This design comes from an exercise in tuning for small area, a short achievable clock period and few clock cycles on the open sky130 flow, not from production work. Where RTL was checked, it was by simulation tests only, not by an equivalence proof against the original. Power figures rest on the tool's default switching activity, not on a simulated workload.

== lagoon ==
==> module c2mux_addr_enc, before the edit <==
module c2mux_addr_enc (
    input  wire        clk,
    input  wire        rst,
    input  wire        start,
    input  wire [63:0] id,
    input  wire [3:0]  idlen,
    input  wire [7:0]  subid,
    input  wire        mcast,
    output reg         busy,
    output reg         done,
    output wire [47:0] addr,
    output wire        addr_valid,
    output wire [2:0]  cfgerr
);
    function [5:0] info;
        input [7:0] c;
        input       pad;
        begin
            info = pad ? 6'b111011 : {c[6], c[4:0]};
        end
    endfunction
    function [5:0] conv;
        input [5:0] h;
        begin
            conv = h[5] ? ({1'b0, h[4:0]} + 6'd9) : {2'b00, h[3:0]};
        end
    endfunction
    function valid_char;
        input [7:0] c;
        begin
            valid_char = (c[7:4] == 4'h3 && c[3:0] <= 4'd9) ||
                         (c[7:6] == 2'b01 && c[4:0] != 5'd0 && c[4:0] <= 5'd26);
        end
    endfunction
    reg [7:0] bad_q;
    reg       sub_q;
    reg       len_q;
    integer   k;
    always @(posedge clk) begin
        for (k = 0; k < 8; k = k + 1)
            bad_q[k] <= k < idlen && !valid_char(id[8*k +: 8]);
        sub_q <= subid[7:4] != 4'd0;
        len_q <= idlen > 4'd8;
    end
    wire [1:0] chk = sub_q ? 2'd1 : len_q ? 2'd3 : (|bad_q) ? 2'd2 : 2'd0;
    reg [5:0] ring [0:6];
    reg [5:0] c;
    reg [2:0] kc;           
    reg [2:0] pc;           
    reg [3:0] sub_r;
    reg       mc_r;
    reg [1:0] err_r;
    reg       ok_r;
    wire [5:0]  h    = ring[0];
    wire ts0;
    wire tc0;
    wire ts1;
    wire tc1;
    wire ts2;
    wire tc2;
    wire ts3;
    wire tc3;
    wire ts4;
    wire tc4;
    wire ts5;
    wire tc5;
    wire ts6;
    wire tc6;
    wire [11:0] tr1;
    wire [11:0] tr2;
    assign ts0 = h[0] ^ h[3];
    assign tc0 = h[0] & h[3];
    assign ts1 = h[0] ^ h[2];
    assign tc1 = h[0] & h[2];
    assign ts2 = h[1] ^ h[3] ^ c[3];
    assign tc2 = (h[1] & h[3]) | (h[1] & c[3]) | (h[3] & c[3]);
    assign ts3 = h[2] ^ h[4] ^ c[4];
    assign tc3 = (h[2] & h[4]) | (h[2] & c[4]) | (h[4] & c[4]);
    assign ts4 = h[5] ^ c[5] ^ ts0;
    assign tc4 = (h[5] & c[5]) | (h[5] & ts0) | (c[5] & ts0);
    assign ts5 = h[1] ^ h[4] ^ tc0;
    assign tc5 = (h[1] & h[4]) | (h[1] & tc0) | (h[4] & tc0);
    assign ts6 = h[2] ^ h[5];
    assign tc6 = h[2] & h[5];
    assign tr1 = {1'b0, h[5], h[4], h[3], ts6, tc4, tc3, tc2, tc1, c[2], h[1], h[0]};
    assign tr2 = {1'b0, 1'b0, 1'b0, tc6, tc5, ts5, ts4, ts3, ts2, ts1, c[1], c[0]};
    wire [11:0] t    = tr1 + tr2;
    wire        md_a = kc < pc;
    wire        md_b = kc == pc;
    wire [5:0]  out  = md_a ? t[5:0] : (md_b ? c : h);
    wire        fin  = kc == 3'd6 && pc == 3'd7;
    integer j;
    always @(posedge clk) begin
        for (j = 0; j < 6; j = j + 1)
            ring[j] <= busy ? ring[j+1] : info(id[8*(6-j) +: 8], (6 - j) >= idlen);
        ring[6] <= busy ? out : info(id[7:0], idlen == 4'd0);
        if (!busy)
            c <= conv(info(id[63:56], idlen < 4'd8));
        else if (md_a)
            c <= t[11:6];
        else if (md_b)
            c <= conv(h);
        kc <= (!busy || kc == 3'd6) ? 3'd0 : kc + 3'd1;
        if (!busy)
            pc <= 3'd0;
        else if (kc == 3'd6)
            pc <= pc + 3'd1;
        if (!busy) begin
            sub_r <= subid[3:0];
            mc_r  <= mcast;
        end
        if (busy && kc == 3'd0 && pc == 3'd0) begin
            err_r <= chk;
            ok_r  <= chk == 2'd0;
        end
        if (rst) begin
            busy <= 1'b0;
            done <= 1'b0;
        end else begin
            done <= busy && fin;
            busy <= busy ? !fin : start;
        end
    end
    assign addr = {ring[6][5:4], sub_r, 1'b1, mc_r, ring[6][3:0], ring[5],
                   ring[4], ring[3], ring[2], ring[1], ring[0]};
    assign addr_valid = ok_r;
    assign cfgerr     = {1'b0, err_r};
endmodule
Settings: LEC_CHECK=0, CAP_MARGIN=20, CORE_MARGIN=2, CORE_UTILIZATION=70, CTS_BUF_LIST=sky130_fd_sc_hd__clkbuf_16, CTS_CLUSTER_DIAMETER=100, CTS_CLUSTER_SIZE=25, SLEW_MARGIN=20, SYNTH_HIERARCHICAL=1, SYNTH_MINIMUM_KEEP_SIZE=0; clock period 10.0 ns.
standard.sh (not shown) runs the stock make flow with config.mk's settings and CLKGATE_MAP_FILE= SYNTH_SCRIPT=/design/flow/synth_recipe.tcl, a recipe that flattens the netlist after the stock synthesis.
==> flow/flow/run.sh <==
#!/bin/bash
# Layout flow: the standard ORFS flow (standard.sh), with two changes to
# how the layout is made:
#  - ports are buffered with sky130_fd_sc_hd__buf_1 instead of the default
#    delay cell chosen by buffer_ports (still one buffer on every port);
#  - timing repair aims for more setup slack than the 10 ns clock needs.
# The clock period, SDC, synthesis, floorplan, power grid and tap cells are
# the standard flow's own. Each tool's output goes to the ORFS logs under orfs/logs and
# to flow.log here.
set -uo pipefail
bash standard.sh \
  BUFFER_PORTS_ARGS="-buffer_cell sky130_fd_sc_hd__buf_1" \
  SETUP_SLACK_MARGIN=6.8 \
  finish > flow.log 2>&1
st=$?
mkdir -p logs
cp -r orfs/logs/. logs/ 2>/dev/null || true
exit $st
Testbench counts of lagoon, summed over its fixed seeds: cycles 10,328.
Edits applied to the flow inputs when going from lagoon to garnet:
--- a/flow/design.v
+++ b/flow/design.v
@@ -31,19 +31,25 @@
             valid_char = (c[7:4] == 4'h3 && c[3:0] <= 4'd9) ||
                          (c[7:6] == 2'b01 && c[4:0] != 5'd0 && c[4:0] <= 5'd26);
         end
     endfunction
-    reg [7:0] bad_q;
+    reg       bad;
+    reg       bad_q;
     reg       sub_q;
     reg       len_q;
     integer   k;
-    always @(posedge clk) begin
+    always @(*) begin
+        bad = 1'b0;
         for (k = 0; k < 8; k = k + 1)
-            bad_q[k] <= k < idlen && !valid_char(id[8*k +: 8]);
+            if (k < idlen && !valid_char(id[8*k +: 8]))
+                bad = 1'b1;
+    end
+    always @(posedge clk) begin
+        bad_q <= bad;
         sub_q <= subid[7:4] != 4'd0;
         len_q <= idlen > 4'd8;
     end
-    wire [1:0] chk = sub_q ? 2'd1 : len_q ? 2'd3 : (|bad_q) ? 2'd2 : 2'd0;
+    wire [1:0] chk = sub_q ? 2'd1 : len_q ? 2'd3 : bad_q ? 2'd2 : 2'd0;
     reg [5:0] ring [0:6];
     reg [5:0] c;
     reg [2:0] kc;           
     reg [2:0] pc;           
Notes after the runs:
garnet closes out successfully: all stages finished, all timing, DRC and antenna checks passed. Length of routed wiring on met1 (garnet over lagoon): increase, about 4%. On die area: between garnet and lagoon, it ends up higher for garnet. Between lagoon and garnet, routed wire length increased. Compared with lagoon, garnet ends up with more cell area. Wire length of the first global-routing pass came out higher on garnet than on lagoon. Between garnet and lagoon, the difference in final hold slack is negligible. lagoon has higher sequential cell area share than garnet. garnet ends up with a share of total power in combinational logic that is 1.5 points higher than in lagoon. Per the comparison of garnet with lagoon, area overhead of the layout relative to synthesis did not really move; count of vias placed by the detailed router went up.
For garnet, only the layout was checked, not whether the RTL still works.

what the ideal ports hide:
No port has a modelled driver above. Below, the same layouts with a new extraction and two added sets of constraints. Step 1 (the two cells are an assumption about what drives the block):
set clk [get_ports {clk}]
set_driving_cell -lib_cell sky130_fd_sc_hd__clkbuf_16 $clk
set_driving_cell -lib_cell sky130_fd_sc_hd__buf_2 [delete_from_list [all_inputs] $clk]
Step 2 also shifts input and output timing later by t, the mid clock arrival at the registers, as if the neighbouring blocks saw the same clock. Slacks: ideal / step 1 / step 2; pairs: ideal / step 1.
run	t (ns)	setup WS [ns]	worst register clock-pin slew, ns
lagoon	0.532	6.841 / 6.810 / 6.525	0.10 / 0.10
garnet	0.538	6.811 / 6.793 / 6.364	0.11 / 0.11
After both steps setup and hold are still met in every run listed. For garnet, which loses most, drivers alone change the setup slack by -0.018 ns; drivers and shift together by -0.447 ns.
